This is an optimization exercise on Yosys and OpenROAD, whose aim is small area, a short achievable clock period and few clock cycles per item, not a production implementation.
Function was checked by simulation only, so behaviour that the tests miss may differ from the original.
No activity file was given, so power comes from the tool's default toggle rates.

$ cat design/flow/design.v
module pll_udiv;
endmodule
module pll_search (
    input  wire        clk,
    input  wire        rst,         
    input  wire        start,       
    input  wire        calc,        
    input  wire        ext,         
    input  wire [31:0] fin,         
    input  wire [31:0] target,      
    output reg         ready,
    output reg         done,        
    output wire        res_valid,   
    output wire [6:0]  res_n,       
    output wire [2:0]  res_m,       
    output wire        res_e,       
    output wire [6:0]  res_div,     
    output wire [31:0] res_freq,    
    output wire [31:0] res_err      
);
    localparam SR = 5;              
    localparam [2:0] S_IDLE  = 3'd0,
                     S_MP    = 3'd1,
                     S_WAITL = 3'd2,
                     S_SETUP = 3'd3,
                     S_DLOOP = 3'd4,
                     S_EVAL  = 3'd5,
                     S_FIN   = 3'd6,
                     S_PEND  = 3'd7;
    localparam [1:0] M_LO = 2'd0,   
                     M_HI = 2'd1,   
                     M_A  = 2'd2,   
                     M_B  = 2'd3;   
    reg  [2:0]  state;
    reg  [27:0] F;
    reg         Fhi;            
    reg  [31:0] T;
    reg         calc_r;
    reg         ext_r;
    reg  [2:0]  mp1;
    reg  [2:0]  mp_min;         
    reg         e;
    reg  [6:0]  d;
    reg  [2:0]  lk;             
    reg  [2:0]  lmp;            
    reg         lrun;           
    reg         ldone;          
    reg         lf15;
    reg  [28:0] lrLH;
    reg  [6:0]  lqLH;
    reg  [27:0] lrH0;
    reg  [6:0]  lqH0;
    reg  [27:0] lcrem;
    reg  [7:0]  lcq;
    reg         lcsat;
    reg         f15;            
    reg  [28:0] rLH;            
    reg  [6:0]  qLH;
    reg  [27:0] rH0;
    reg  [6:0]  qH0;
    reg  [27:0] crem;           
    reg  [7:0]  cq;             
    reg         csat;
    reg  [7:0]  Q;
    reg  [27:0] Rr;
    reg         sat;
    reg  [12:0] K;
    reg         pendA;          
    reg  [6:0]  dA;
    reg  [12:0] KA;
    reg  [1:0]  mode;
    reg  [12:0] srem;
    reg  [29:0] sq;
    reg  [1:0]  cmp;            
    reg  [2:0]  scnt;
    reg         post_hi;        
    reg         post_end;       
    reg         b_valid;
    reg  [31:0] b_err;
    reg  [27:0] b_cand;
    reg         b_e;
    reg  [6:0]  b_n;
    reg  [2:0]  b_m;
    reg  [6:0]  b_d;
    assign res_valid = b_valid;
    assign res_n     = b_n;
    assign res_m     = b_m;
    assign res_e     = b_e;
    assign res_div   = b_d;
    assign res_freq  = {4'd0, b_cand};
    assign res_err   = b_err;
    function [27:0] c15_of;         
        input [2:0] m;
        case (m)
            3'd1: c15_of = 28'd15000000;  3'd2: c15_of = 28'd30000000;
            3'd3: c15_of = 28'd45000000;  3'd4: c15_of = 28'd60000000;
            3'd5: c15_of = 28'd75000000;  3'd6: c15_of = 28'd90000000;
            default: c15_of = 28'd105000000;
        endcase
    endfunction
    function [34:0] cL_of;          
        input [2:0] m;
        case (m)
            3'd1: cL_of = 35'd900000000;   3'd2: cL_of = 35'd1800000000;
            3'd3: cL_of = 35'd2700000000;  3'd4: cL_of = 35'd3600000000;
            3'd5: cL_of = 35'd4500000000;  3'd6: cL_of = 35'd5400000000;
            default: cL_of = 35'd6300000000;
        endcase
    endfunction
    function [34:0] cH0_of;         
        input [2:0] m;
        case (m)
            3'd1: cH0_of = 35'd1039500000;  3'd2: cH0_of = 35'd2079000001;
            3'd3: cH0_of = 35'd3118500002;  3'd4: cH0_of = 35'd4158000003;
            3'd5: cH0_of = 35'd5197500004;  3'd6: cH0_of = 35'd6237000005;
            default: cH0_of = 35'd7276500006;
        endcase
    endfunction
    function [34:0] cH1_of;         
        input [2:0] m;
        case (m)
            3'd1: cH1_of = 35'd1800000000;   3'd2: cH1_of = 35'd3600000001;
            3'd3: cH1_of = 35'd5400000002;   3'd4: cH1_of = 35'd7200000003;
            3'd5: cH1_of = 35'd9000000004;   3'd6: cH1_of = 35'd10800000005;
            default: cH1_of = 35'd12600000006;
        endcase
    endfunction
    wire       F_ok = !Fhi && (F >= 28'd12000000) && (F <= 28'd192000000);
    wire [3:0] mp_lo = (F <= 28'd24000000)  ? 4'd1 :
                       (F <= 28'd48000001)  ? 4'd2 :
                       (F <= 28'd72000002)  ? 4'd3 :
                       (F <= 28'd96000003)  ? 4'd4 :
                       (F <= 28'd120000004) ? 4'd5 :
                       (F <= 28'd144000005) ? 4'd6 :
                       (F <= 28'd168000006) ? 4'd7 : 4'd8;
    wire [2:0] mp_hi = (F >= 28'd84000000) ? 3'd7 :
                       (F >= 28'd72000000) ? 3'd6 :
                       (F >= 28'd60000000) ? 3'd5 :
                       (F >= 28'd48000000) ? 3'd4 :
                       (F >= 28'd36000000) ? 3'd3 :
                       (F >= 28'd24000000) ? 3'd2 : 3'd1;
    wire       mp_any   = F_ok && !mp_lo[3] && (mp_hi >= mp_lo[2:0]);
    wire [2:0] mp_new   = (state == S_MP) ? mp_hi : lmp - 3'd1;
    wire [34:0] tm  = ({35{mp_new[0]}} & {3'd0, T}) +
                      ({35{mp_new[1]}} & {2'd0, T, 1'b0}) +
                      ({35{mp_new[2]}} & {1'd0, T, 2'b0});
    wire [37:0] tm7 = {tm, 3'b0} - {3'd0, tm};
    wire        f15_new = (F >= c15_of(mp_new));
    wire [34:0] cLH_new = f15_new ? cH1_of(mp_new) : cL_of(mp_new);
    wire [34:0] cH0_new = cH0_of(mp_new);
    wire [34:0] cL   = cL_of(mp1);
    wire [34:0] cH0  = cH0_of(mp1);
    wire [34:0] cH1  = cH1_of(mp1);
    wire [34:0] lcLH = lf15 ? cH1_of(lmp) : cL_of(lmp);
    wire [34:0] lcH0 = cH0_of(lmp);
    wire [2:0]  lbit  = 3'd6 - lk;
    wire        lstep = (lk != 3'd7);
    wire [28:0] tLH   = lstep ? ({lrLH[27:0], lcLH[lbit]} - {1'b0, F})
                              : (lrLH - {1'b0, F});          
    wire        okLH  = !tLH[28];
    wire [28:0] tH0   = {lrH0, lcH0[lbit]} - {1'b0, F};
    wire        okH0  = !tH0[28];
    wire [28:0] ctrial = {lcrem, lcq[7]} - {1'b0, F};
    wire        cbit   = !ctrial[28];
    wire [6:0]  Lv   = f15 ? 7'd60 : qLH;
    wire [6:0]  H1v  = f15 ? qLH : 7'd120;
    wire [6:0]  Hv   = e ? H1v : qH0;
    wire        run0_ok = (Lv <= qH0);
    wire        run1_ok = (Lv <= H1v);
    wire [28:0] b2s  = {crem, 1'b0} - {1'b0, F};
    wire        b2c  = !b2s[28];
    wire [6:0]  A0   = cq[6:0];
    wire [27:0] B0   = crem;
    wire [6:0]  A1   = {cq[5:0], b2c};
    wire [27:0] B1   = b2c ? b2s[27:0] : {crem[26:0], 1'b0};
    wire        sat0 = csat || cq[7];
    wire        sat1 = sat0 || cq[6];
    wire [6:0]  Av   = e ? A1 : A0;
    wire [27:0] Bv   = e ? B1 : B0;
    wire        rnz  = (Rr != 28'd0);
    wire [8:0]  P    = {1'b0, Q} + {8'd0, rnz};
    wire [28:0] rsum = {1'b0, Rr} + {1'b0, Bv};
    wire [29:0] rsub = {1'b0, rsum} - {2'd0, F};
    wire        rc   = !rsub[29];
    wire [27:0] Rn   = rc ? rsub[27:0] : rsum[27:0];
    wire [8:0]  Qn   = {1'b0, Q} + {2'd0, Av} + {8'd0, rc};
    wire [8:0]  Pn   = Qn + {8'd0, (Rn != 28'd0)};
    wire        all_below = sat || (P > {2'd0, Hv});
    wire        all_above = (P <= {2'd0, Lv});
    wire        skip_d    = (d != 7'd64) && (Pn <= {2'd0, Lv});
    wire [12:0] D1   = e ? {6'd0, mp1, 4'b0} - {9'd0, mp1, 1'b0}    
                         : {7'd0, mp1, 3'b0} - {10'd0, mp1};          
    wire [29:0] f2r     = {2'd0, F} - {1'b0, Rr, 1'b0};
    wire        hi_only = f2r[29];
    wire        lo_only = !f2r[29] && ((f2r[28:13] != 16'd0) || (f2r[12:0] >= K - 13'd1));
    reg  [32:0] ad_a, ad_b;
    reg         ad_sub;
    wire [32:0] ad_r = ad_sub ? (ad_a - ad_b) : (ad_a + ad_b);
    wire        xmode = (mode == M_LO) || (mode == M_HI);
    wire [29:0] Wv    = {2'b00, xmode ? b_err[27:0] : ad_r[27:0]};
    wire        noab  = !b_valid || (xmode ? (b_err[31:25] != 7'd0) :
                                     (mode == M_A) ? (ad_r[32:28] != 5'd0) : ad_r[32]);
    reg  [12:0] st_rem [0:SR];
    reg  [29:0] st_q   [0:SR];
    reg  [1:0]  st_c   [0:SR];
    reg  [4:0]  wpos;
    integer k;
    always @(*) begin
        st_rem[0] = srem;
        st_q[0]   = sq;
        st_c[0]   = cmp;
        for (k = 0; k < SR; k = k + 1) begin : stg
            reg [13:0] tr;
            reg [13:0] df;
            reg        qb;
            reg        wb;
            tr = {st_rem[k], st_q[k][29]};
            df = tr - {1'b0, K};
            qb = !df[13];
            wpos = 5'd29 - {scnt, 2'b00} - {2'b00, scnt} - k[4:0];
            wb = Wv[wpos];
            st_rem[k+1] = qb ? df[12:0] : tr[12:0];
            st_q[k+1]   = {st_q[k][28:0], qb};
            st_c[k+1]   = (st_c[k] != 2'd0) ? st_c[k] :
                          (qb && !wb) ? 2'd1 : (!qb && wb) ? 2'd2 : 2'd0;
        end
    end
    wire abort = !noab && ((mode == M_B) ? (st_c[SR] == 2'd2) : (st_c[SR] == 2'd1));
    wire [27:0] qx   = sq[27:0] + {27'd0, (mode == M_LO) && (srem != 13'd0)};
    reg  [1:0]  nmode;
    reg  [34:0] sub_m, sub_s;
    always @(*) begin
        case (nmode)
            M_HI: begin sub_m = {7'd0, F};  sub_s = {7'd0, Rr}; end
            M_A:  if (f15) begin sub_m = {1'b0, F, 6'd0}; sub_s = {5'd0, F, 2'd0}; end    
                  else     begin sub_m = cL;  sub_s = {{6{rLH[28]}}, rLH}; end
            default:
                  if (!e)      begin sub_m = cH0; sub_s = {7'd0, rH0}; end
                  else if (f15) begin sub_m = cH1; sub_s = {{6{rLH[28]}}, rLH}; end
                  else         begin sub_m = {F, 7'd0}; sub_s = {4'd0, F, 3'd0}; end  
        endcase
    end
    wire [34:0] sub_r = sub_m - sub_s;
    wire [34:0] nN    = (nmode == M_LO) ? {7'd0, Rr} : sub_r;
    always @(*) begin
        if (state == S_FIN) begin
            ad_a   = (mode == M_A) ? {5'd0, sq[27:0]} : {1'b0, T};
            ad_b   = (mode == M_A) ? {1'b0, T} : {5'd0, qx};
            ad_sub = (mode != M_HI);
        end else if (state == S_EVAL) begin
            ad_a   = {1'b0, T};
            ad_b   = {1'b0, b_err};
            ad_sub = (mode == M_B);
        end else begin
            ad_a   = {1'b0, T};
            ad_b   = {1'b0, b_err};
            ad_sub = 1'b1;                  
        end
    end
    wire        b_skip = b_valid && !ad_r[32] && (ad_r[31:28] != 4'd0);
    reg  [6:0]  c_n;
    always @(*) begin
        case (mode)
            M_LO:    c_n = Q[6:0] - 7'd1;
            M_HI:    c_n = Q[6:0];
            M_A:     c_n = Lv - 7'd1;
            default: c_n = Hv - 7'd1;
        endcase
    end
    wire [2:0]  c_m    = mp1 - 3'd1;
    wire [31:0] f_err  = xmode ? {4'd0, qx} : ad_r[31:0];
    wire [27:0] f_cand = xmode ? ad_r[27:0] : sq[27:0];
    wire        key_lt = {e, c_n, c_m, d} < {b_e, b_n, b_m, b_d};
    wire        f_better = !b_valid || (f_err < b_err) || ((f_err == b_err) && key_lt);
    wire [6:0]  x_n      = Q[6:0] - 7'd1;
    wire        x_better = !b_valid || (b_err != 32'd0) ||
                           ({e, x_n, c_m, d} < {b_e, b_n, b_m, b_d});
    task start_lanes;
        begin
            lmp   <= mp_new;
            lf15  <= f15_new;
            lrLH  <= {1'b0, cLH_new[34:7]};
            lqLH  <= 7'd0;
            lrH0  <= cH0_new[34:7];
            lqH0  <= 7'd0;
            lcrem <= tm7[35:8];
            lcq   <= tm7[7:0];
            lcsat <= (tm7[37:8] >= {2'd0, F});
            lk    <= 3'd0;
            lrun  <= 1'b1;
            ldone <= 1'b0;
        end
    endtask
    task finish;
        begin
            done  <= 1'b1;
            ready <= 1'b1;
            state <= S_IDLE;
        end
    endtask
    task start_run;
        input ne;
        begin
            e     <= ne;
            d     <= 7'd1;
            K     <= ne ? ({6'd0, mp1, 4'b0} - {9'd0, mp1, 1'b0})
                        : ({7'd0, mp1, 3'b0} - {10'd0, mp1});
            Q     <= ne ? {1'b0, A1} : {1'b0, A0};
            Rr    <= ne ? B1 : B0;
            sat   <= ne ? sat1 : sat0;
            pendA <= 1'b0;
            state <= S_DLOOP;
        end
    endtask
    task next_mp;
        begin
            if (mp1 != mp_min) state <= S_WAITL;
            else               finish;
        end
    endtask
    task end_run;
        begin
            if (pendA) begin
                pendA <= 1'b0;
                d     <= dA;
                K     <= KA;
                state <= S_PEND;
            end else if (calc_r && e && run0_ok) start_run(1'b0);
            else next_mp;
        end
    endtask
    task advance;
        begin
            if (d == 7'd64) end_run;
            else begin
                d     <= d + 7'd1;
                Q     <= Qn[7:0];
                Rr    <= Rn;
                K     <= K + D1;
                state <= S_DLOOP;
            end
        end
    endtask
    task begin_eval;
        input [1:0] m;
        input       ph;
        input       pe;
        begin
            mode     <= m;
            post_hi  <= ph;
            post_end <= pe;
            cmp      <= 2'd0;
            if (m == M_LO || m == M_HI) begin
                srem <= {10'd0, nN[27:25]};
                sq   <= {nN[24:0], 5'd0};
                scnt <= 3'd1;
            end else begin
                srem <= {8'd0, nN[34:30]};
                sq   <= nN[29:0];
                scnt <= 3'd0;
            end
            state    <= S_EVAL;
        end
    endtask
    task after_eval;
        begin
            if (post_hi) begin_eval(M_HI, 1'b0, post_end);
            else if (post_end) end_run;
            else advance;
        end
    endtask
    always @(*) begin
        if (state == S_EVAL || state == S_FIN) nmode = M_HI;    
        else if (state == S_PEND)              nmode = M_A;
        else if (all_below)                    nmode = M_B;
        else if (hi_only)                      nmode = M_HI;
        else                                   nmode = M_LO;
    end
    always @(posedge clk) begin
        begin
            done <= 1'b0;
            if (lrun) begin
                if (lstep) begin
                    lrLH <= okLH ? tLH : {lrLH[27:0], lcLH[lbit]};
                    lqLH <= {lqLH[5:0], okLH};
                end else if (!lf15 && (lrLH != 29'd0)) begin
                    lrLH <= tLH;                 
                    lqLH <= lqLH + 7'd1;         
                end
                if (lstep) begin
                    lrH0 <= okH0 ? tH0[27:0] : {lrH0[26:0], lcH0[lbit]};
                    lqH0 <= {lqH0[5:0], okH0};
                end
                lcrem <= cbit ? ctrial[27:0] : {lcrem[26:0], lcq[7]};
                lcq   <= {lcq[6:0], cbit};
                lk    <= lk + 3'd1;
                if (lk == 3'd7) begin
                    lrun  <= 1'b0;
                    ldone <= 1'b1;
                end
            end
            case (state)
                S_IDLE: begin
                    F      <= fin[27:0];
                    Fhi    <= (fin[31:28] != 4'd0);
                    T      <= target;
                    calc_r <= calc;
                    ext_r  <= ext;
                    if (start) begin
                        ready   <= 1'b0;
                        b_valid <= 1'b0;
                        lrun    <= 1'b0;
                        state   <= S_MP;
                    end
                end
                S_MP: begin
                    mp_min <= mp_lo[2:0];
                    if (mp_any) begin
                        start_lanes;
                        state <= S_WAITL;
                    end else finish;
                end
                S_WAITL: begin
                    if (ldone) begin
                        mp1   <= lmp;
                        f15   <= lf15;
                        rLH   <= lrLH;
                        qLH   <= lqLH;
                        rH0   <= lrH0;
                        qH0   <= lqH0;
                        crem  <= lcrem;
                        cq    <= lcq;
                        csat  <= lcsat;
                        ldone <= 1'b0;
                        if (lmp != mp_min) start_lanes;
                        state <= S_SETUP;
                    end
                end
                S_SETUP: begin
                    if (calc_r) begin
                        if (run1_ok)      start_run(1'b1);
                        else if (run0_ok) start_run(1'b0);
                        else              next_mp;
                    end else begin
                        if (ext_r ? run1_ok : run0_ok) start_run(ext_r);
                        else                           next_mp;
                    end
                end
                S_DLOOP: begin
                    if (all_below) begin
                        if (b_skip) end_run;
                        else begin_eval(M_B, 1'b0, 1'b1);
                    end else if (all_above) begin
                        if (!skip_d) begin
                            pendA <= 1'b1;
                            dA    <= d;
                            KA    <= K;
                        end
                        if (!skip_d && d == 7'd64) begin
                            d     <= d;
                            state <= S_PEND;    
                            pendA <= 1'b0;
                        end else advance;
                    end else if (!rnz) begin
                        if (x_better) begin
                            b_valid <= 1'b1;
                            b_err   <= 32'd0;
                            b_cand  <= T[27:0];
                            b_e     <= e;
                            b_n     <= x_n;
                            b_m     <= c_m;
                            b_d     <= d;
                        end
                        advance;
                    end else if (hi_only) begin
                        begin_eval(M_HI, 1'b0, (d == 7'd64));
                    end else begin
                        begin_eval(M_LO, !lo_only, (d == 7'd64));
                    end
                end
                S_PEND: begin
                    begin_eval(M_A, 1'b0, 1'b1);
                end
                S_EVAL: begin
                    srem <= st_rem[SR];
                    sq   <= st_q[SR];
                    cmp  <= st_c[SR];
                    scnt <= scnt + 3'd1;
                    if (abort) after_eval;
                    else if (scnt == 3'd5) state <= S_FIN;
                end
                S_FIN: begin
                    if (f_better) begin
                        b_valid <= 1'b1;
                        b_err   <= f_err;
                        b_cand  <= f_cand;
                        b_e     <= e;
                        b_n     <= c_n;
                        b_m     <= c_m;
                        b_d     <= d;
                    end
                    after_eval;
                end
                default: state <= S_IDLE;
            endcase
        end
        if (rst) begin
            state <= S_IDLE;
            ready <= 1'b1;
            done  <= 1'b0;
        end
    end
endmodule
$ cat design/flow/run.sh
#!/bin/bash
# synth_recipe.tcl (not shown) runs the flow's synth.tcl, then flattens the netlist and writes it again
# the make line also repeats each setting of config.mk as NAME=value (left out here)
make -C /OpenROAD-flow-scripts/flow DESIGN_CONFIG=/design/flow/config.mk WORK_HOME=/design/flow/orfs CLKGATE_MAP_FILE= SYNTH_SCRIPT=/design/flow/synth_recipe.tcl finish
$ cat design/flow/config.mk
export PLATFORM = sky130hd
export DESIGN_NAME = pll_search
export DESIGN_NICKNAME = pll_search
export VERILOG_FILES = /design/flow/design.v
export SDC_FILE = /design/flow/constraint.sdc
export NUM_CORES = 4
export LEC_CHECK = 0
export CAP_MARGIN = 20
export CORE_MARGIN = 2
export CORE_UTILIZATION = 40
export SLEW_MARGIN = 20
$ cat design/flow/constraint.sdc
create_clock -name core_clock -period 70.0 [get_ports {clk}]
set_input_delay 14.0000 -clock core_clock [delete_from_list [all_inputs] [get_ports {clk}]]
set_output_delay 14.0000 -clock core_clock [all_outputs]
set_load 0.01 [all_outputs]
==> reports/results.txt, run 1 <==
The finished cells cover 0.0657 mm2. The final count of hold timing violations was 0; the count of final setup violators was 0. The longest clock path from root to sink contains 3 buffers. The CTS root buffer was clkbuf_16. The sequential cells in the finished layout cover a total of 0.0141 mm2. For this design, the slowest cell found on the critical path is o311ai_1. The run gives 70.30 ns as the required time of the worst setup path.

Cell total after placement: 9330. The run gives 0.00177 W as the overall power consumption. VDD sags by at most 35.2 uV.

For the pin with the worst max-slew slack, the measured transition is 1.26 ns. The congestion estimate from routability-driven global placement came to 1.01. The multi-input combinational cells in the finished layout cover a total of 0.0422 mm2. The worst register-to-register path begins at K[1]$_DFFE_PP_.

After clock tree synthesis, the clock-pin slew on the worst setup and hold paths is 0.06 ns. Relative to the synthesized area, the layout overhead comes to 10.7%. Mean number of vias per cell: 6.29.

The total die area is 0.151 mm2. Global routing used 31.8% of the available tracks across all layers. Entering global routing, the biggest net connects 83 pins. On the worst path, the slowest cell contributes a delay of 0.66 ns. The post-route netlist has 6.96% of its cells at a drive strength greater than 1.

Achievable frequency: 57.1 MHz. The horizontal die dimension came out at 389 um. The flow ran to the end and the layout has no timing, DRC or antenna violations. Clock latency on the worst-skew pair, taken at its later pin, is 0.73 ns. The cell area that synthesis handed to floorplanning was 0.0593 mm2. The logs give 59500 for the detailed-route via count and 192000 um for the estimated wirelength of the detail-placed design. The critical path data arrival time was 17.81 ns.

After filler insertion, the fill cell instance count of the layout stands at 14900. Buffers added to address setup during post-CTS repair amount to 0. The clock skew after layout was 0.0649 ns.

After synthesis, the share of flip-flops with an asynchronous set or reset is 0%. The remaining number of nets flagged by the antenna check after routing is 0. The min-delay analysis places its worst path in the category reg2reg.

Summed over all failing endpoints, the final setup total negative slack is 0 ns. For this run, the number of standard cells in the final layout without fillers is 9464. For the starting utilization of the core area, the log shows 40.2%.

The worst path uses 25.0% of the clock period. The largest driver fanout on the critical path was 37. The commonest register cell after synthesis is edfxtp_1. After clock tree synthesis, the flow added hold-fix buffers numbering 0. During I/O placement, the number of pins put on the boundary was 154.

The post-cts gate resize count is 0, and the floorplan row count is 141. The run gives 0 as the number of remaining DRC errors. The final layout contains routed wiring with a total length of 249000 um.

The run gives 55500 as the number of global-route vias before repair. The critical path in this run is classified as reg2reg. STA classifies the critical path endpoint as a register. The run gives 23.9% as the share of the yosys chip area belonging to registers. The worst path needs 17.51 ns of the cycle, external delays included. The analysis attributes to cell leakage a power of 26.8 nW. In the layout the commonest cells are nand2_1 (738), a21oi_1 (649), nor2_1 (649). Counting distinct cell types in the post-synthesis netlist gives 102. By instance count, the cell type seen most on the critical path is o21ai_0.

The number of clock sinks came out at 510. The core footprint was 0.147 mm2; the power per unit of standard cell area was 27.0 mW/mm2. The first global-routing pass estimated 365000 um of wire. Counting flops with a built-in enable in the synthesized netlist gives 393. The worst hold path begins at lqH0[2]$_DFF_P_. Cells fill 44.5% of the core in the end. The number of nets in the final layout is 8200. The mean instance size in the synthesized netlist is 7.95 um2. TritonCTS built the clock tree. Setup repair after global routing left no endpoint under its margin. For the initial antenna violation count, the log shows 5. The count of buffers added on input and output ports is 149. The run gives 7 as the number of optimization iterations in the first detailed-route pass.

The worst pin sits at a relative slew slack of 14.8%. TritonCTS created 70 clock buffers. After the first detailed-routing iteration, the DRC count stood at 6371. The mean routed wirelength per cell works out to 26.3 um.

For the yosys synthesis warning count, the log shows 4. The tools report the type of element launching the critical path as a register. Counting every instance in the synthesized netlist gives 7454. The library cell used most frequently in the layout, excluding fill and tap cells, is nand2_1. The tools report the number of pins exceeding their max-slew limit in the final report as 0. The logs give 3 for the number of H-tree branching levels and 0.0631 mm2 for the instance area at placement.

The number of violations of the max-capacitance limit was 0; the register bit count reported by yosys was 510. In this run the vertical extent of the chip is 389 um. The tools report the final global-route overflow total as 0. The most critical setup path has its startpoint at K[1]$_DFFE_PP_.
==> through the flow <==
step / hold WS [ns] / worst slack (ns)
floorplan: 0.400 / 54.67
global placement: 0.419 / 52.89
detailed placement: 0.419 / 52.72
CTS: 0.420 / 52.59
global route: 0.430 / 50.75
finish: 0.427 / 52.49
==> synth_stat cells (19+ instances only) <==
cell type / n / area [um2]
xor2_1: 160 / 1400
a21oi_1: 653 / 3270
nand4_1: 62 / 388
xnor2_1: 278 / 2430
nor2_1: 652 / 2450
o21ai_0: 570 / 2850
o211ai_1: 107 / 803
fa_1: 50 / 1000
nor2b_1: 91 / 569
a31oi_1: 68 / 425
inv_1: 444 / 1670
a222oi_1: 25 / 250
clkbuf_1: 315 / 1180
or2_2: 37 / 231
nand2b_1: 99 / 619
and3_1: 72 / 450
nand2_1: 741 / 2780
o31ai_1: 50 / 375
edfxtp_1: 393 / 11800
and2_1: 87 / 544
o22ai_1: 49 / 307
a211oi_1: 97 / 728
o21bai_1: 49 / 368
or3_1: 49 / 307
nand3_1: 164 / 821
mux2i_1: 168 / 1680
a2111oi_0: 19 / 166
a21boi_0: 29 / 218
mux2_2: 127 / 1430
o21a_1: 91 / 683
a221oi_1: 56 / 490
and4_1: 24 / 210
buf_1: 42 / 158
or4_1: 32 / 240
ha_1: 608 / 7610
nor3_1: 176 / 881
dfxtp_1: 117 / 2340
o221ai_1: 42 / 368
a21o_1: 173 / 1300
nor4_1: 56 / 350
==> sequential cells by signal (all words and copies together), names as in the netlist, 8 cells and up <==
signal and count:
F 28, K 13, KA 13, Q 8, Rr 28, T 32, b_cand 28, b_err 32
cq 8, crem 28, lcq 8, lcrem 28, lrH0 28, lrLH 29, rH0 28, rLH 29
sq 30, srem 13
==> worst max-delay path: cells and delay by family, from the launching register on <==
family,cells,cell delay [ns]
buf+inv,8,1.87
compound gates,33,9.26
flops,1,0.65
fa+ha+maj,5,1.47
simple gates,18,3.51
xor+xnor,1,0.25
==> cell families after synthesis <==
kind of cell / synth area share [%]
simple gates: 19.1
compound gates: 24.9
buf+inv: 5.28
fa+ha+maj: 14.5
flops: 23.9
xor+xnor: 6.47
mux: 5.89
other cells: 0.00633
==> power breakdown <==
part / total, W / leakage, nW / internal, W / switching (W)
clock network: 0.000393 / 1.16 / 0.000225 / 0.000167
registers: 0.000437 / 4.70 / 0.000370 / 0.0000677
logic: 0.000943 / 20.9 / 0.000371 / 0.000572
==> per-layer routing <==
metal | routed length (um) | vias to the layer above | GRT usage, % | part of all wire [%]
met3 | 19800 | 651 | 4.54 | 8.0
met5 | 17 | - | 0 | 0.0068
li1 | - | 27500 | - | -
met4 | 16500 | 2 | 18.4 | 6.6
met1 | 104000 | 28400 | 42.2 | 42
met2 | 108000 | 2932 | 49.4 | 44
==> final cells by class <==
| type | instances | share of cell area, % |
|---|---|---|
| Inverter | 454 | 2.60 |
| Sequential cell | 510 | 21.5 |
| Antenna cell | 3 | 0.0114 |
| Clock buffer | 84 | 2.79 |
| Clock inverter | 46 | 0.970 |
| Tap cell | 1930 | 3.68 |
| Timing Repair Buffer | 312 | 4.15 |
| Multi-Input combinational cell | 6125 | 64.3 |
==> final timing paths <==
kind,endpoint,slack (ns),cells after the start
setup / recovery,Q[5]$_DFFE_PP_,52.49,65
hold / removal,qH0[2]$_DFFE_PP_,0.43,0
hold reg to reg,qH0[2]$_DFFE_PP_,0.43,0
setup reg to reg,Q[5]$_DFFE_PP_,52.49,65
Testbench counts, summed over its fixed seeds: cycles 13,105, items 320.
==> run 2, diff against run 1 <==
--- a/design/flow/design.v
+++ b/design/flow/design.v
@@ -73,6 +73,7 @@
     reg  [29:0] sq;
     reg  [1:0]  cmp;            
     reg  [2:0]  scnt;
+    reg         noab_r;         
     reg         post_hi;        
     reg         post_end;       
     reg         b_valid;
@@ -225,8 +226,8 @@
                           (qb && !wb) ? 2'd1 : (!qb && wb) ? 2'd2 : 2'd0;
         end
     end
-    wire abort = !noab && ((mode == M_B) ? (st_c[SR] == 2'd2) : (st_c[SR] == 2'd1));
-    wire [27:0] qx   = sq[27:0] + {27'd0, (mode == M_LO) && (srem != 13'd0)};
+    wire abort = !noab && ((mode == M_B) ? (st_c[SR-1] == 2'd2) : (st_c[SR-1] == 2'd1));
+    wire [27:0] qx   = sq[27:0];    
     reg  [1:0]  nmode;
     reg  [34:0] sub_m, sub_s;
     always @(*) begin
@@ -241,7 +242,7 @@
         endcase
     end
     wire [34:0] sub_r = sub_m - sub_s;
-    wire [34:0] nN    = (nmode == M_LO) ? {7'd0, Rr} : sub_r;
+    wire [34:0] nN    = (nmode == M_LO) ? {7'd0, Rr + {15'd0, K} - 28'd1} : sub_r;
     always @(*) begin
         if (state == S_FIN) begin
             ad_a   = (mode == M_A) ? {5'd0, sq[27:0]} : {1'b0, T};
@@ -271,7 +272,8 @@
     wire [31:0] f_err  = xmode ? {4'd0, qx} : ad_r[31:0];
     wire [27:0] f_cand = xmode ? ad_r[27:0] : sq[27:0];
     wire        key_lt = {e, c_n, c_m, d} < {b_e, b_n, b_m, b_d};
-    wire        f_better = !b_valid || (f_err < b_err) || ((f_err == b_err) && key_lt);
+    wire        f_better = noab_r || ((mode == M_B) ? (cmp == 2'd1) : (cmp == 2'd2)) ||
+                           ((cmp == 2'd0) && key_lt);
     wire [6:0]  x_n      = Q[6:0] - 7'd1;
     wire        x_better = !b_valid || (b_err != 32'd0) ||
                            ({e, x_n, c_m, d} < {b_e, b_n, b_m, b_d});
@@ -324,6 +326,17 @@
                 pendA <= 1'b0;
                 d     <= dA;
                 K     <= KA;
+                begin_eval(M_A, 1'b0, 1'b1);
+            end else if (calc_r && e && run0_ok) start_run(1'b0);
+            else next_mp;
+        end
+    endtask
+    task end_run_pend;
+        begin
+            if (pendA) begin
+                pendA <= 1'b0;
+                d     <= dA;
+                K     <= KA;
                 state <= S_PEND;
             end else if (calc_r && e && run0_ok) start_run(1'b0);
             else next_mp;
@@ -331,7 +344,7 @@
     endtask
     task advance;
         begin
-            if (d == 7'd64) end_run;
+            if (d == 7'd64) end_run_pend;
             else begin
                 d     <= d + 7'd1;
                 Q     <= Qn[7:0];
@@ -370,9 +383,9 @@
         end
     endtask
     always @(*) begin
-        if (state == S_EVAL || state == S_FIN) nmode = M_HI;    
+        if (state == S_EVAL || state == S_FIN) nmode = post_hi ? M_HI : M_A;
         else if (state == S_PEND)              nmode = M_A;
-        else if (all_below)                    nmode = M_B;
+        else if (all_below)                    nmode = b_skip ? M_A : M_B;
         else if (hi_only)                      nmode = M_HI;
         else                                   nmode = M_LO;
     end
@@ -485,6 +498,7 @@
                     srem <= st_rem[SR];
                     sq   <= st_q[SR];
                     cmp  <= st_c[SR];
+                    noab_r <= noab;
                     scnt <= scnt + 3'd1;
                     if (abort) after_eval;
                     else if (scnt == 3'd5) state <= S_FIN;
==> run 2 against run 1 <==
Against the previous run: still clean; clock power is 3% lower; sequential share of layout area is 0.35 points lower; flip-flop and latch count is 1 higher; global-route usage is 0.58 points lower; utilization is 0.090 points higher; power is 0.85% higher.
==> reports/results.txt, run 2 <==
By count the netlist is led by nand2_1 (876), a21oi_1 (631), ha_1 (620). After synthesis the netlist holds a flip-flop and latch count of 511. The number of port buffers is 149. TritonCTS built the clock tree. The starting utilization of the core area was 40.3%. The worst setup path is of the reg2reg kind. Of the synthesized area, sequential elements account for 23.5%.

The biggest area contributor in the post-synthesis netlist is edfxtp_1. Routability-driven placement finished with a final weighted congestion of 1.06. Setup repair after global routing left no endpoint under its margin. The run finished with no timing, DRC or antenna violations. Derived from the worst setup path, the maximum achievable clock frequency is 62.3 MHz. The tools report the type of element launching the critical path as a register.

Number of global-route vias before repair: 57000. The floorplan step set the die height to 393 um. The number of clock buffers added by TritonCTS is 69. The unique cell type count in the Yosys netlist is 107, and the layout-stage area growth over the synthesis result is 10.7%. Leading cell type in the layout, fill and taps excluded: nand2_1. Power spread over the standard cell area amounts to 26.7 mW/mm2. Entering global routing, the biggest net connects 126 pins. The mean routed wirelength per cell is 25.7 um. Setup slack closes at 53.95 ns. Per report_power, the sequential group accounts for 24.0% of the total. The routed design has 249000 um of wire.

The routed layout has 61100 vias. For the number of pins exceeding their max-slew limit in the final report, the log shows 0. The number of enable-type register cells in the synthesized netlist was 394.

In the layout the commonest cells are nand2_1 (876), a21oi_1 (629), ha_1 (617). The largest registers in the layout are T x32, b_err x32, sq x30. The clock network latency to the later pin of the worst-skew pair was 0.71 ns; the clock share of power was 21.3%. The initial antenna violation count is 15, and the number of stages on the worst setup path is 65. The layout cell share with drive strength beyond 1 works out to 7.10%. Clock skew on the completed layout was measured at 0.0554 ns.

The first detailed-routing pass ran for 7 iterations. For the final count of hold timing violations, the log shows 0. The cts-stage hold buffer count is 0. STA puts the critical path data arrival time at 16.63 ns.

For this run, the slowest stage of the critical path takes 0.64 ns. The cell family contributing the most delay on the critical path is compound AO/OA/AOI/OAI gates. CTS root buffer: clkbuf_16. Headroom to the max-slew limit came out at 14.9%. The proportion of netlist area held by the largest area contributor is 19.6%, and the estimated wirelength of the detail-placed design is 189000 um. The clock slew at the register clock pins of the worst setup and hold paths was 0.06 ns; the worst ir drop on vdd was 19.8 uV. Yosys printed 4 warnings. The internal power of the cells totals 0.000992 W.

After clock tree synthesis, the repair step resized 0 gates. Adding up every negative setup slack in the final design gives 0 ns. Counting stages on the worst path, the most repeated cell is o21ai_0. The mean number of vias per cell is 6.29, and the count of final setup violators is 0. The horizontal die dimension was 393 um; the final critical delay including setup and external delays was 16.05 ns. The most used flip-flop cell after synthesis is edfxtp_1. In this run the core area contains 142 standard-cell rows. The cell type of the slowest stage on the worst timing path is edfxtp_1.

Timing analysis after detailed placement gives a worst setup slack of 54.07 ns. The maximum clock insertion buffer count is 3, and the count of cells along the worst register-to-register path is 65. For this design, the sink count on the clock tree is 511.

In this run the worst path has a maximum fanout of 21. Type of element capturing the critical path: a register. Once the clock tree was built, the setup fixing pass inserted 0 buffers. The buffers plus inverters on the worst setup path is 7, and the filler cell count is 15000. The total die area is 0.154 mm2, and the remaining number of nets flagged by the antenna check after routing is 0.

Dividing the synthesized area by the synthesized cell count gives 7.94 um2. The run gives 0 as the number of violations of the max-capacitance limit. The combinational share of power is 54.7%, and the leakage power is 27.7 nW. The worst path uses 22.9% of the clock period. The number of H-tree branching levels was 3; the switching share of power was 44.5%. The region available for standard cell placement spans 0.150 mm2. The tools report the gate count after technology mapping as 7613. The library cell with the highest instance count after synthesis was nand2_1. The wire length of the first global-routing pass was 366000 um. The first routing iteration left 7225 violations.

The async set-or-reset flop fraction in the synthesized netlist works out to 0%. The tools report the required time of the worst setup path as 70.58 ns. By area the synthesized netlist is led by edfxtp_1 (20%), ha_1 (13%), nand2_1 (5.4%). For this run, the post-layout net count is 8369. The global router's overall resource usage was 31.2%; the number of cells on the worst hold path was 0. The run gives 154 as the total I/O pin count. Summing every instance area after synthesis gives 0.0604 mm2.

The actual slew at the worst max-slew pin is 1.26 ns, and the final global-route overflow total is 0. In this run the power spent charging and discharging nets is 0.000796 W. For this run, design rule violations remaining after detail routing come to 0.

The type of the most critical hold path was reg2reg.
## run 2: changes by cell type in the layout (fill, tap and decap cells not counted), moves of 20 or more
cell	delta
and2_1	-25
a21o_1	+35
xor2_1	+24
nor2_1	-74
a21oi_1	-20
buf_4	+28
a31oi_1	+38
nand2_1	+138
## run 2: cell type report
| cell class | count | area, um2 | area share (%) |
|---|---|---|---|
| flip-flops and latches | 511 | 14200 | 21.2 |
| repair buffers | 340 | 2940 | 4.39 |
| clock buffers | 85 | 1850 | 2.76 |
| diodes | 10 | 25.0 | 0.0374 |
| well taps | 2016 | 2520 | 3.77 |
| multi-input cells | 6265 | 43200 | 64.6 |
| inverters | 442 | 1660 | 2.48 |
| clock inverters | 42 | 485 | 0.726 |
## run 2: power groups by stage
stage	Sequential, W	Clock, W	Combinational, W
detailed placement	0.000433	0	0.000955
global placement	0.000433	0	0.000938
CTS	0.000428	0.000386	0.000963
finish	0.000429	0.000381	0.000978
global route	0.000434	0.000397	0.00108
floorplan	0.000408	0	0.000723
## run 2: metrics by stage
stage	power (W)	cell area (um2)	cells	util, %	hold WS, ns
after floorplan	0.00113	60400	7616	-	0.400
after global placement	0.00137	64500	9574	43.0	0.410
after detailed placement	0.00139	64500	9574	43.0	0.416
after CTS	0.00178	66900	9701	44.6	0.424
after global routing	0.00191	66900	9703	44.6	0.429
final	0.00179	66900	9711	44.6	0.426
## run 2: path summary, 6_finish.rpt
kind / slack, ns / start / end
setup / recovery: 53.95 / K[1]$_DFFE_PP_ / srem[1]$_DFFE_PP_
hold / removal: 0.43 / lcsat$_DFFE_PP_ / csat$_DFFE_PP_
setup reg to reg: 53.95 / K[1]$_DFFE_PP_ / srem[1]$_DFFE_PP_
hold reg to reg: 0.43 / lcsat$_DFFE_PP_ / csat$_DFFE_PP_
## run 2: cell families (layout without fill, tap and decap cells)
family | Yosys count | count (layout) | synth area share (%)
AOI/OAI and AO/OA | 2455 | 2455 | 26.4
xor gates and xnor gates | 454 | 454 | 6.58
adders and majority gates | 676 | 676 | 14.6
buffers and inverters | 840 | 909 | 5.30
DFF | 511 | 511 | 23.5
muxes | 296 | 296 | 5.37
other | 1 | 14 | 0.00621
and+or+nand+nor | 2380 | 2380 | 18.3
## run 2: layer usage
metal / share of wire, % / up-vias / global-route usage (%)
li1: - / 28200 / -
met1: 42 / 29000 / 41.8
met2: 43 / 3232 / 47.2
met3: 10 / 687 / 6.67
met4: 5.6 / 4 / 15.9
met5: 0.014 / - / 0
## run 2: worst reg2reg max path, delay by kind of cell (launching register included)
kind | cells | cell delay, ns
DFF | 1 | 0.64
adders and majority gates | 5 | 1.39
AOI/OAI and AO/OA | 36 | 8.43
muxes | 3 | 1.17
and+or+nand+nor | 11 | 2.27
xor gates and xnor gates | 3 | 0.68
buffers and inverters | 7 | 1.35
Testbench counts of run 2, summed over its fixed seeds: cycles 12,794, items 320.
==> run 3, diff against run 2 <==
--- a/design/flow/design.v
+++ b/design/flow/design.v
@@ -18,7 +18,7 @@
     output wire [31:0] res_freq,    
     output wire [31:0] res_err      
 );
-    localparam SR = 5;              
+    localparam SR = 4;              
     localparam [2:0] S_IDLE  = 3'd0,
                      S_MP    = 3'd1,
                      S_WAITL = 3'd2,
@@ -70,7 +70,7 @@
     reg  [12:0] KA;
     reg  [1:0]  mode;
     reg  [12:0] srem;
-    reg  [29:0] sq;
+    reg  [27:0] sq;
     reg  [1:0]  cmp;            
     reg  [2:0]  scnt;
     reg         noab_r;         
@@ -198,11 +198,11 @@
     reg         ad_sub;
     wire [32:0] ad_r = ad_sub ? (ad_a - ad_b) : (ad_a + ad_b);
     wire        xmode = (mode == M_LO) || (mode == M_HI);
-    wire [29:0] Wv    = {2'b00, xmode ? b_err[27:0] : ad_r[27:0]};
-    wire        noab  = !b_valid || (xmode ? (b_err[31:25] != 7'd0) :
+    wire [27:0] Wv    = xmode ? b_err[27:0] : ad_r[27:0];
+    wire        noab  = !b_valid || (xmode ? (b_err[31:24] != 8'd0) :
                                      (mode == M_A) ? (ad_r[32:28] != 5'd0) : ad_r[32]);
     reg  [12:0] st_rem [0:SR];
-    reg  [29:0] st_q   [0:SR];
+    reg  [27:0] st_q   [0:SR];
     reg  [1:0]  st_c   [0:SR];
     reg  [4:0]  wpos;
     integer k;
@@ -215,18 +215,18 @@
             reg [13:0] df;
             reg        qb;
             reg        wb;
-            tr = {st_rem[k], st_q[k][29]};
+            tr = {st_rem[k], st_q[k][27]};
             df = tr - {1'b0, K};
             qb = !df[13];
-            wpos = 5'd29 - {scnt, 2'b00} - {2'b00, scnt} - k[4:0];
+            wpos = 5'd27 - {scnt, 2'b00} - k[4:0];
             wb = Wv[wpos];
             st_rem[k+1] = qb ? df[12:0] : tr[12:0];
-            st_q[k+1]   = {st_q[k][28:0], qb};
+            st_q[k+1]   = {st_q[k][26:0], qb};
             st_c[k+1]   = (st_c[k] != 2'd0) ? st_c[k] :
                           (qb && !wb) ? 2'd1 : (!qb && wb) ? 2'd2 : 2'd0;
         end
     end
-    wire abort = !noab && ((mode == M_B) ? (st_c[SR-1] == 2'd2) : (st_c[SR-1] == 2'd1));
+    wire abort = !noab && ((mode == M_B) ? (st_c[SR] == 2'd2) : (st_c[SR] == 2'd1));
     wire [27:0] qx   = sq[27:0];    
     reg  [1:0]  nmode;
     reg  [34:0] sub_m, sub_s;
@@ -364,12 +364,12 @@
             post_end <= pe;
             cmp      <= 2'd0;
             if (m == M_LO || m == M_HI) begin
-                srem <= {10'd0, nN[27:25]};
-                sq   <= {nN[24:0], 5'd0};
+                srem <= {9'd0, nN[27:24]};
+                sq   <= {nN[23:0], 4'd0};
                 scnt <= 3'd1;
             end else begin
-                srem <= {8'd0, nN[34:30]};
-                sq   <= nN[29:0];
+                srem <= {6'd0, nN[34:28]};
+                sq   <= nN[27:0];
                 scnt <= 3'd0;
             end
             state    <= S_EVAL;
@@ -501,7 +501,7 @@
                     noab_r <= noab;
                     scnt <= scnt + 3'd1;
                     if (abort) after_eval;
-                    else if (scnt == 3'd5) state <= S_FIN;
+                    else if (scnt == 3'd6) state <= S_FIN;
                 end
                 S_FIN: begin
                     if (f_better) begin
==> run 3 against run 2 <==
Against the previous run: largest power group unchanged; flip-flop and latch count down 2; critical path depth down 64; fmax up 1.3%; cell area down 4.4%; sequential power about the same; largest cell class unchanged; power down 7.7%; via count down 4.9%; utilization about the same.
==> reports/results.txt, run 3 <==
The flow ran to the end and the layout has no timing, DRC or antenna violations. Summed over its instances, the top area cell type makes up 20.4% of the synthesized netlist area. The type of the most critical hold path was reg2reg. The initial antenna violation count came out at 5. The startpoint-to-endpoint class of the critical path was reg2out. The leakage power came out at 26.6 nW. Across every metal layer, demand over resource in global routing totals 31.6%.

The unique cell type count in the Yosys netlist was 104; the worst slack after detailed placement was 54.49 ns. The end point of the critical path was res_err[23]. The largest registers in the layout are T x32, b_err x32. Counting along the longest clock path gives a buffer depth of 3.

Max-cap violations in this run came to 0. The tools report the capture instance of the worst register-to-register path as srem[6]$_DFFE_PP_. Number of remaining DRC errors: 0.

The run gives 0 as the final count of hold timing violations. The number of nets in the final layout is 8009, and the remaining number of nets flagged by the antenna check after routing is 0. TritonCTS built the clock tree. The share of the yosys chip area belonging to registers was 24.5%.

Number of pins exceeding their max-slew limit in the final report: 0. The layout-stage area growth over the synthesis result is 10.8%, and the final critical delay including setup and external delays is 15.84 ns. Entering global routing, the biggest net connects 166 pins. After the first detailed-routing iteration, the DRC count stood at 6906.

The floorplan has 139 rows. Across the routed clock network, the largest skew measured is 0.0492 ns. The final wirelength was 241000 um. The timing startpoint of the critical path was b_err[23]$_SDFFCE_PN0P_. The tools report the post-cts gate resize count as 0.

Pin placement for this block handled 154 I/O pins. STA classifies the critical path endpoint as an output pin. The number of stages on the worst setup path was 1.

Using the TritonRoute via totals, the vias-per-cell ratio works out to 6.28. The count of cells along the worst register-to-register path came out at 51. Clock latency on the worst-skew pair, taken at its later pin, is 0.71 ns. By count the netlist is led by nand2_1 (807), a21oi_1 (730), nor2_1 (625). The run gives 0.0577 mm2 as the synthesized area. The initial utilization of the core area, before any placement, comes to 40.3%. The first TritonRoute pass finished after 8 iterations. The worst setup path is launched from a register.

Of all cell types, the one taking the most synthesized area is edfxtp_1. For the wire length of the first global-routing pass, the log shows 353000 um. The last weighted congestion value of the routability-driven placer came out at 0.995. For the pin with the worst max-slew slack, the measured transition is 1.18 ns.

The area of the multi-input gates was 0.0407 mm2. For this run, the slowest stage of the critical path takes 0.66 ns. The layout cell share with drive strength beyond 1 works out to 6.22%. The average instance in the mapped netlist occupies 7.93 um2. The run gives 184000 um as the estimated wirelength of the detail-placed design. Ranked by total cell area, the synthesized netlist is headed by edfxtp_1 (20%), ha_1 (13%), a21oi_1 (6.3%).

Buffers inserted during clock tree synthesis total 68. The cell family contributing the most delay on the critical path is buffers and inverters. For this run, the top clock speed supported by timing is 63.1 MHz. Global routing finished with a remaining overflow of 0. CTS built an H-tree with a depth of 3. The count of final setup violators was 0.

In the synthesized netlist the dominant register cell turns out to be edfxtp_1. nand2_1 is the most common cell in the netlist. After clock tree synthesis, the clock-pin slew on the worst setup and hold paths is 0.06 ns.

The run gives 0.0141 mm2 as the area of all sequential standard cells. In this run the post-CTS setup repair buffer count came out at 0. The floorplan step set the die height to 384 um. Of the available clock period, the critical path in the final layout requires 22.6%. The normalized max-slew margin is 20.4%, and the largest driver fanout on the critical path is 6. After synthesis the netlist holds a flip-flop and latch count of 509. Dividing total power by cell area gives a power density of 25.8 mW/mm2.

The root buffer cell chosen for the clock tree is clkbuf_16. For the critical path data arrival time, the log shows 1.84 ns. The cell type of the slowest stage on the worst timing path is clkdlybuf4s50_1. The buffers plus inverters on the worst setup path was 1; the gate count after technology mapping was 7276. The clock net in this run drives a total of 509 sinks.

In the final routed layout, each cell accounts on average for 26.1 um. Leaving out fill and tap cells, the most frequent cell in the layout is nand2_1. The worst register-to-register path begins at state[1]$_SDFFE_PP0P_.

STA puts the critical path data required time at 56.00 ns. The number of global-route vias before repair came out at 53800. The top cell types in the final layout, fill and taps aside, are nand2_1 (807), a21oi_1 (726), nor2_1 (620).

Number of enable-type register cells in the synthesized netlist: 392. Setup slack on the critical path of the routed design comes to 54.16 ns. For the yosys synthesis warning count, the log shows 4. For the detailed-route via count, the log shows 58100. Setup repair after global routing left no endpoint under its margin. Setup slack on the worst reg-to-reg path comes out at 55.44 ns.

After clock tree synthesis, the flow added hold-fix buffers numbering 0. Walking the worst path, the cells encountered are clkdlybuf4s50_1. The logs give 19.6 uV for the worst ir drop on vdd and 0.147 mm2 for the total die area. The region available for standard cell placement spans 0.143 mm2. Port buffering added 149 buffers. The tools report the filler cell count as 14400. In the synthesized netlist the async set-or-reset flop fraction comes to 0%.

The die is 384 um wide. Adding up every negative setup slack in the final design gives 0 ns.
-- run 3: worst register-to-register path: cells and delay by family (launching register included) --
kind	cells	cell delay (ns)
AOI/OAI and AO/OA	22	5.44
and+or+nand+nor	16	4.02
buffers and inverters	7	2.61
adders and majority gates	3	1.14
xor gates and xnor gates	3	0.76
DFF	1	0.30
-- run 3: report_power, final --
| part | total [W] | leakage [nW] | switching [W] | internal, W |
|---|---|---|---|---|
| logic | 0.000842 | 20.9 | 0.000498 | 0.000345 |
| clock network | 0.000375 | 1.14 | 0.000156 | 0.000219 |
| registers | 0.000432 | 4.53 | 0.0000629 | 0.000369 |
-- run 3: cells by family after synthesis --
family	synth area share (%)
mux	5.45
compound gates	26.5
buf+inv	5.25
flops	24.5
fa+ha+maj	14.6
simple gates	17.4
other cells	0.00650
xor+xnor	6.39
-- run 3: worst min-delay path by stage --
| stage | startpoint | end | cells after the start |
|---|---|---|---|
| after floorplan | lcsat$_DFFE_PP_ | csat$_DFFE_PP_ | 0 |
| after global placement | lcsat$_DFFE_PP_ | csat$_DFFE_PP_ | 0 |
| after detailed placement | lcsat$_DFFE_PP_ | csat$_DFFE_PP_ | 0 |
| after CTS | lcsat$_DFFE_PP_ | csat$_DFFE_PP_ | 0 |
| after global routing | lcsat$_DFFE_PP_ | csat$_DFFE_PP_ | 0 |
| final | lcsat$_DFFE_PP_ | csat$_DFFE_PP_ | 0 |
-- run 3: cell type report --
cell class / instances / area share, %
well taps: 1903 / 3.73
repair buffers: 303 / 4.21
inverters: 447 / 2.63
diodes: 1 / 0.00392
multi-input cells: 5969 / 63.7
clock inverters: 34 / 0.687
flip-flops and latches: 509 / 22.1
clock buffers: 90 / 2.97
-- run 3: routing by layer --
metal | up-vias | GRT usage [%] | share of wire [%]
met4 | 4 | 19.4 | 7.0
met5 | - | 0 | 0.011
met2 | 2988 | 47.4 | 42
met1 | 27600 | 41.7 | 41
met3 | 665 | 6.14 | 9.4
li1 | 26800 | - | -
-- run 3: per-stage QoR --
step	std cells	utilization, %	total power [W]	hold slack (ns)	area (um2)
floorplan	7279	-	0.00103	0.400	57700
finish	9256	44.6	0.00165	0.426	63900
detailed placement	9129	42.9	0.00126	0.414	61500
CTS	9253	44.6	0.00164	0.428	63900
global placement	9128	42.9	0.00124	0.404	61500
global route	9255	44.6	0.00176	0.439	63900
Testbench counts of run 3, summed over its fixed seeds: cycles 12,823, items 320.
==> run 4, diff against run 3 <==
--- a/design/flow/config.mk
+++ b/design/flow/config.mk
@@ -7,5 +7,5 @@
 export LEC_CHECK = 0
 export CAP_MARGIN = 20
 export CORE_MARGIN = 2
-export CORE_UTILIZATION = 40
+export CORE_UTILIZATION = 65
 export SLEW_MARGIN = 20
==> run 4 against run 3 <==
Against the previous run: still clean; power increased by 0.23%; fmax is essentially flat; worst hold slack improved by 0.0023 ns; count of clock-buffer cells in the layout down 18; wire length fell by 0.38%; area after synthesis unchanged; clock skew grew 0.013 ns; combinational power is 3.1% higher; setup slack got worse by 0.0067 ns; critical endpoint unchanged; largest cell class unchanged.
==> reports/results.txt, run 4 <==
The area growth from synthesis to layout is 8.73%. The mean instance size in the synthesized netlist is 7.93 um2. The async set-or-reset flop fraction in the synthesized netlist was 0%. Summed over all instances, the cell type with the most area after synthesis is edfxtp_1. The region available for standard cell placement spans 0.0881 mm2. The floorplan row count is 109. After the first detailed-routing iteration, the DRC count stood at 9244. Yosys synthesis warning count: 4. The tools report the type of element capturing the critical path as an output pin. For the pin with the worst max-slew slack, the measured transition is 1.26 ns.

The run gives 7984 as the number of nets in the final layout. The setup path with the least slack is of type reg2out. The detail route stage leaves a number of antenna-violating nets equal to 0. Among all flip-flop cells after synthesis, the most frequent one is edfxtp_1.

The final global-route overflow total came out at 0. Post-cts gate resize count: 0. In the layout the commonest cells are nand2_1 (807), a21oi_1 (726), nor2_1 (620). Measured along the y axis, the die boundary spans 302 um. Adding up every negative setup slack in the final design gives 0 ns.

For the worst setup path, the data arrival time is 1.85 ns. The run finished with no timing, DRC or antenna violations. The number of H-tree branching levels was 2. The root buffer cell chosen for the clock tree is clkbuf_16.

Across the routed clock network, the largest skew measured is 0.0622 ns. By count the netlist is led by nand2_1 (807), a21oi_1 (730), nor2_1 (625). The last weighted congestion value of the routability-driven placer was 1.10.

Setup violations remaining at the end of the flow were counted as 0. The mean routed wirelength per cell works out to 28.3 um. Cell class contributing the biggest share of worst-path delay: buffers and inverters. The number of violations of the max-capacitance limit came out at 0.

For this run, the total global-route usage over all layers was measured as 50.9%. The count of cells in the finished layout, fillers not included, comes to 8493. For the number of global-route vias before repair, the log shows 57200. Including well taps, the total number of placed cells is 8378. The worst hold path belongs to the class reg2reg. Library cell with the highest instance count after synthesis: nand2_1.

For the worst-skew pair, the clock arrives at the later sink with an insertion delay of 0.70 ns. The clock net in this run drives a total of 509 sinks. The clock slew at the register clock pins of the worst setup and hold paths is 0.06 ns.

Synthesis produced 7276 cells. The number of port buffers is 149. After synthesis, the largest area contributor takes up 20.4% of total cell area. From left edge to right edge, the die measures 302 um. VDD sags by at most 44.2 uV. After clock tree synthesis, the setup repair step added 0 buffers.

The synthesized area is 0.0577 mm2. Estimated wirelength of the detail-placed design: 177000 um. Of all nets on the critical path, the largest fanout is 6.

The buffers plus inverters on the worst setup path is 1, and the worst slack after detailed placement is 54.75 ns. After synthesis the netlist holds a flip-flop and latch count of 509. Using the TritonRoute via totals, the vias-per-cell ratio works out to 7.23. For this design the static power due to leakage is 26.4 nW. Counting distinct cell types in the post-synthesis netlist gives 104. Number of pins exceeding their max-slew limit in the final report: 0. After clock tree synthesis, the flow added hold-fix buffers numbering 0. TritonCTS built the clock tree. Setup repair after global routing left no endpoint under its margin. For this block, the routed nets add up to 240000 um of wire. The critical path goes through clkdlybuf4s50_1. For the initial antenna violation count, the log shows 8.

The tools report the final count of hold timing violations as 0. In this run, CTS created clock tree buffers numbering 58. The final critical path takes up 22.6% of the cycle. The logs give 24.5% for the share of the yosys chip area belonging to registers and 63.1 MHz for the achievable frequency. The required time of the worst setup path is 56.00 ns. For the number of remaining DRC errors, the log shows 0. The first global-routing pass estimated 352000 um of wire. Dividing total power by cell area gives a power density of 26.4 mW/mm2.

STA classifies the critical path startpoint as a register. The final core utilization was 71.2%; the biggest cell delay along the critical path was 0.61 ns. Pin placement for this block handled 154 I/O pins.

Across all hold checks on the routed design, the worst slack comes to 0.428 ns. Cells with a size suffix above 1 make up 5.91% of the layout. The first detailed-routing pass ran for 8 iterations. The final critical delay including setup and external delays is 15.85 ns. The tools report the total die area as 0.0911 mm2. The cell type of the slowest stage on the worst timing path was clkdlybuf4s50_1. By area the synthesized netlist is led by edfxtp_1 (20%), ha_1 (13%), a21oi_1 (6.3%). Leading cell type in the layout, fill and taps excluded: nand2_1.

The maximum clock insertion buffer count came out at 3. In the final layout, the registers with the most flip-flops are T x32, b_err x32. For the normalized max-slew margin, the log shows 13.9%.

The tools report the detailed-route via count as 61400. Entering global routing, the biggest net connects 152 pins. Once routing completed, OpenROAD measured the worst setup slack at 54.15 ns. The initial utilization of the core area, before any placement, comes to 65.5%.

The number of enable-type register cells in the synthesized netlist came out at 392.
-- run 4: stage by stage --
stage	instance area (um2)	total power, W
finish	62700	0.00165
global route	62700	0.00173
CTS	62700	0.00161
detailed placement	60500	0.00126
global placement	60500	0.00122
floorplan	57700	0.00103
-- run 4: cell type report --
| cell class | count | area [um2] |
|---|---|---|
| clock inverter | 38 | 642 |
| clock buffer | 72 | 1530 |
| inverter | 447 | 1680 |
| timing repair buffer | 288 | 2570 |
| tap | 1165 | 1460 |
| antenna | 5 | 12.5 |
| multi-input combinational | 5969 | 40700 |
| fill | 7098 | 25400 |
| sequential | 509 | 14100 |
-- run 4: worst paths after layout --
| path | from | end | slack, ns | cells after the start |
|---|---|---|---|---|
| hold / removal | lcsat$_DFFE_PP_ | csat$_DFFE_PP_ | 0.43 | 0 |
| setup reg to reg | F[1]$_DFFE_PP_ | KA[0]$_DFFE_PP_ | 54.52 | 57 |
| hold reg to reg | lcsat$_DFFE_PP_ | csat$_DFFE_PP_ | 0.43 | 0 |
| setup / recovery | b_err[23]$_SDFFCE_PN0P_ | res_err[23] | 54.15 | 1 |
-- run 4: kinds of logic after synthesis --
logic type	share of synthesized area, %
AOI/OAI and AO/OA	26.5
buffers and inverters	5.25
other	0.00650
adders and majority gates	14.6
xor gates and xnor gates	6.39
DFF	24.5
and+or+nand+nor	17.4
muxes	5.45
-- run 4: where the power goes --
| part | leakage (nW) | internal (W) | switching [W] | total, W |
|---|---|---|---|---|
| registers | 4.53 | 0.000369 | 0.0000604 | 0.000430 |
| logic | 20.9 | 0.000347 | 0.000521 | 0.000868 |
| clock network | 1.04 | 0.000212 | 0.000144 | 0.000356 |
-- run 4: per-layer routing --
metal	vias to the layer above	GRT usage (%)	share of wire (%)
met3	1345	17.0	15
met4	6	41.0	10
li1	26800	-	-
met1	28300	62.1	35
met2	4955	73.4	40
met5	-	0	0.017

separate check: timing with driven ports:
No port has a modelled driver above. Below, the same layouts with a new extraction and two added sets of constraints. Step 1 assumes that a clkbuf_16 drives the clock port and a buf_2 every other input. Step 2 adds t to the input delays and takes it off the output delays; t is the mean of the earliest and latest rising clock arrival at the registers after step 1. Input paths then give back, and output paths get back, about the clock's delay inside the block. Slacks: ideal / step 1 / step 2; pairs: ideal / step 1.
run	t, ns	setup WS [ns]	hold slack, ns	worst setup path at the end	cell pins on the clock port's net
run 1	0.774	52.492 / 52.492 / 52.492	0.427 / 0.427 / 0.427	register to register	1
run 2	0.772	53.951 / 53.931 / 53.951	0.426 / 0.426 / 0.426	register to register	1
run 3	0.770	54.158 / 54.071 / 54.426	0.426 / 0.426 / 0.426	input to register	1
run 4	0.748	54.151 / 54.072 / 54.521	0.428 / 0.428 / 0.428	register to register	1
After both steps setup and hold are still met in every run listed.
